This design comes from an exercise in tuning for small area, a short achievable clock period and few clock cycles per item on the open sky130 flow, not from production work. The RTL was checked by simulation tests, not by an equivalence proof against the original design. Power is estimated from default activity; no workload was simulated.

== tundra ==
## bls_alu
module bls_alu #(
    parameter integer N = 32
) (
    input  wire           clk,
    input  wire           rst,       
    input  wire           start,     
    input  wire [2*N+6:0] iw,        
    output wire           ready,
    output reg            done,
    output reg  [N-1:0]   res,
    output wire [4:0]     flags,     
    output reg  [1:0]     evt,       
    output wire [7:0]     fault,     
    output wire [7:0]     finfo
);
    localparam [3:0] OP_ADD = 4'd0, OP_SUB = 4'd1, OP_MUL = 4'd2, OP_DIV = 4'd3,
                     OP_AND = 4'd4, OP_OR  = 4'd5, OP_XOR = 4'd6, OP_NOT = 4'd7,
                     OP_SHL = 4'd8, OP_SHR = 4'd9, OP_ROL = 4'd10, OP_ROR = 4'd11;
    localparam integer W = N + 4;    
    wire         vop = iw[2*N+6];
    wire         va  = iw[2*N+5];
    wire         vb  = iw[2*N+4];
    wire [3:0]   op  = iw[2*N+3:2*N];
    wire [N-1:0] fa  = iw[2*N-1:N];
    wire [N-1:0] fb  = iw[N-1:0];
    reg          busy;       
    reg          mode_mul;   
    reg  [3:0]   cnt;
    reg  [N-1:0] acc;        
    reg  [N-1:0] opr;        
    reg          dq;         
    reg          c_r, v_r, vsel, zen;
    reg  [1:0]   f_r;
    reg  [3:0]   fi_r;
    assign ready = ~busy;
    assign fault = {6'd0, f_r};
    assign finfo = {4'd0, fi_r};
    assign flags = {^res, res[N-1], v_r | (vsel & |acc), c_r, zen & ~|res};
    wire go     = start & ~busy;
    wire bad1   = ~vop | ~va;
    wire bad2   = (op < OP_NOT) & ~vb;
    wire b_zero = ~|fb;
    wire op_mul = (op == OP_MUL);
    wire op_div = (op == OP_DIV);
    wire op_sub = (op == OP_SUB);
    wire op_sb  = op_sub | op_div;       
    wire [N-1:0] m_a  = busy ? opr : fa;
    wire [3:0]   m_b  = busy ? res[3:0] : fb[3:0];
    wire [W-1:0] m_p0 = {4'd0, m_b[0] ? m_a : {N{1'b0}}};
    wire [W-1:0] m_p1 = {3'd0, m_b[1] ? m_a : {N{1'b0}}, 1'b0};
    wire [W-1:0] m_p2 = {2'd0, m_b[2] ? m_a : {N{1'b0}}, 2'b0};
    wire [W-1:0] m_p3 = {1'd0, m_b[3] ? m_a : {N{1'b0}}, 3'b0};
    wire [W-1:0] m_p4 = {4'd0, busy ? acc : {N{1'b0}}};
    wire [W-1:0] cs1_s = m_p0 ^ m_p1 ^ m_p4;
    wire [W-1:0] cs1_c = {(m_p0[W-2:0] & m_p1[W-2:0]) | (m_p0[W-2:0] & m_p4[W-2:0]) | (m_p1[W-2:0] & m_p4[W-2:0]), 1'b0};
    wire [W-1:0] cs2_s = cs1_s ^ cs1_c ^ m_p2;
    wire [W-1:0] cs2_c = {(cs1_s[W-2:0] & cs1_c[W-2:0]) | (cs1_s[W-2:0] & m_p2[W-2:0]) | (cs1_c[W-2:0] & m_p2[W-2:0]), 1'b0};
  ...
Settings: LEC_CHECK=0, ABC_AREA=1, CAP_MARGIN=20, CORE_MARGIN=2, CORE_UTILIZATION=40, PLACE_DENSITY=0.75, SETUP_SLACK_MARGIN=4.0, SLEW_MARGIN=20; clock period 10.0 ns.
standard.sh (not shown) runs the stock make flow with config.mk's settings and CLKGATE_MAP_FILE= SYNTH_SCRIPT=/design/flow/synth_recipe.tcl, a recipe that flattens the netlist after the stock synthesis.
==> flow/flow/run.sh <==
#!/bin/bash
# The standard layout (the standard.sh, standard synthesis included), with
# plain buf_2 cells as the input and output port buffers instead of the
# clock-delay buffers that buffer_ports picks on its own.
set -euo pipefail
cd "$(dirname "${BASH_SOURCE[0]}")/.."
export BUFFER_PORTS_ARGS="-buffer_cell sky130_fd_sc_hd__buf_2"
bash standard.sh > standard_flow.log 2>&1
tundra finished every stage and its layout cleared the timing, DRC and antenna checks.
Testbench counts of tundra, summed over its fixed seeds: cycles 3,785, instrs 1,600.
Changes in amber relative to tundra:
Settings: ABC_AREA: 1 -> unset; CTS_BUF_LIST: unset -> sky130_fd_sc_hd__clkbuf_4 sky130_fd_sc_hd__clkbuf_8; SETUP_SLACK_MARGIN: 4.0 -> 3.0; PLACE_DENSITY: 0.75 -> unset.
Notes after the runs:
In amber the maximum fanout encountered on the critical timing path turned out 11 higher than in tundra.
Comparing tundra and amber, the higher cell count was measured on tundra.
No crash in amber: every stage finished, but the layout fails its final checks due to max-capacitance violations, max-slew violations.
Compared with tundra, amber shows a lower placement row count.
On overall global routing resource usage: between tundra and amber, it ends up lower for amber.
Cell with the biggest individual delay on the critical path = sky130_fd_sc_hd__fa_1: amber; cell with the biggest individual delay on the critical path = sky130_fd_sc_hd__fa_2: tundra
For juniper, these inputs were changed with respect to amber:
Settings: removing CTS_BUF_LIST (formerly sky130_fd_sc_hd__clkbuf_4 sky130_fd_sc_hd__clkbuf_8); setting ABC_AREA to 1 for the first time; setting PLACE_DENSITY to 0.75 for the first time; changing SETUP_SLACK_MARGIN from 3.0 to 3.5.
[summary]
For the critical path depth, juniper came in about 10% higher than amber did. Looking across amber and juniper, the single run that reached the end with no open violations was juniper. Diff amber -> juniper | worst-case clock skew | decrease of 4.3 ps. Count of clock-buffer cells in the layout: lower on juniper. Compared with amber, juniper shows a switching power share of the total that is 1.5 points higher. juniper against amber: detailed route wirelength on metal2 decreased about 6%; synthesized cell count increased 507. Inverter count: juniper > amber. Looking only at sequential share of layout area, and setting everything else aside, the higher value of amber and juniper goes to amber.
For zinc, these inputs were changed with respect to juniper:
Settings: changing SETUP_SLACK_MARGIN from 3.5 to 3.0; removing PLACE_DENSITY (formerly 0.75).
Notes after the runs:
zinc reached the final stage; the timing, DRC and antenna checks on its layout passed. Row headroom to the max-slew limit: zinc higher / juniper lower. juniper -> zinc: clock tree skew after final layout flat. Number of fill cells in the layout for zinc is higher than for juniper. On zinc: area growth from synthesis to layout is 2.5 points lower than what juniper gave. Going from juniper to zinc, proportion of power drawn by flip-flops and latches grew by 0.7 points; switching power of the nets now sits lower. Looking at area of all placed cells without fillers across zinc and juniper, the one that comes out higher is juniper.
Input-level comparison between harbor and zinc:
Settings: an added PLACE_DENSITY of 0.85.
--- outcome ---
In the reports for harbor and zinc, the smaller number of stages on the worst setup path belongs to zinc.
Between zinc and harbor, the clock slew at the register clock pins of the worst setup and hold paths does not differ in any meaningful way.
Comparing zinc against harbor, there is no change at all in total grt overflow.
On total number of nets in the final design, harbor and zinc are basically level.
Changes observed in harbor relative to zinc: total power consumption of the routed design went down; maximum frequency rose 0.0011 GHz; minimum hold slack has remained practically unchanged.
Between harbor and zinc, it is harbor whose clock-cell share of area is higher, by 0.18 points.

==> separate check: timing with driven ports <==
No port has a modelled driver above. Below, the same layouts with a new extraction and two added sets of constraints.
Step 1 (the two cells are an assumption about what drives the block):
set clk [get_ports {clk}]
set_driving_cell -lib_cell sky130_fd_sc_hd__clkbuf_16 $clk
set_driving_cell -lib_cell sky130_fd_sc_hd__buf_2 [delete_from_list [all_inputs] $clk]
Step 2 also shifts input and output timing later by t, the mid clock arrival at the registers, as if the neighbouring blocks saw the same clock.
Slacks: ideal ports / drivers / drivers and shift; pairs: ideal ports / drivers.
| run | t (ns) | setup slack, ns | clock arrival spread, ns | worst slew at a driven data input, ns | pins driven straight from the clock port |
|---|---|---|---|---|---|
| tundra | 0.495 | 3.637 / 3.586 / 3.091 | 0.019 / 0.020 | 0.10 | 1 |
| amber | 0.526 | 3.033 / 3.032 / 2.506 | 0.022 / 0.022 | 0.06 | 1 |
| juniper | 0.508 | 3.578 / 3.560 / 3.053 | 0.017 / 0.017 | 0.09 | 1 |
| zinc | 0.512 | 3.167 / 3.194 / 2.681 | 0.014 / 0.015 | 0.06 | 1 |
| harbor | 0.508 | 3.220 / 3.251 / 2.743 | 0.016 / 0.016 | 0.07 | 1 |
For tundra, which loses most, drivers alone change the setup slack by -0.051 ns; drivers and shift together by -0.546 ns.
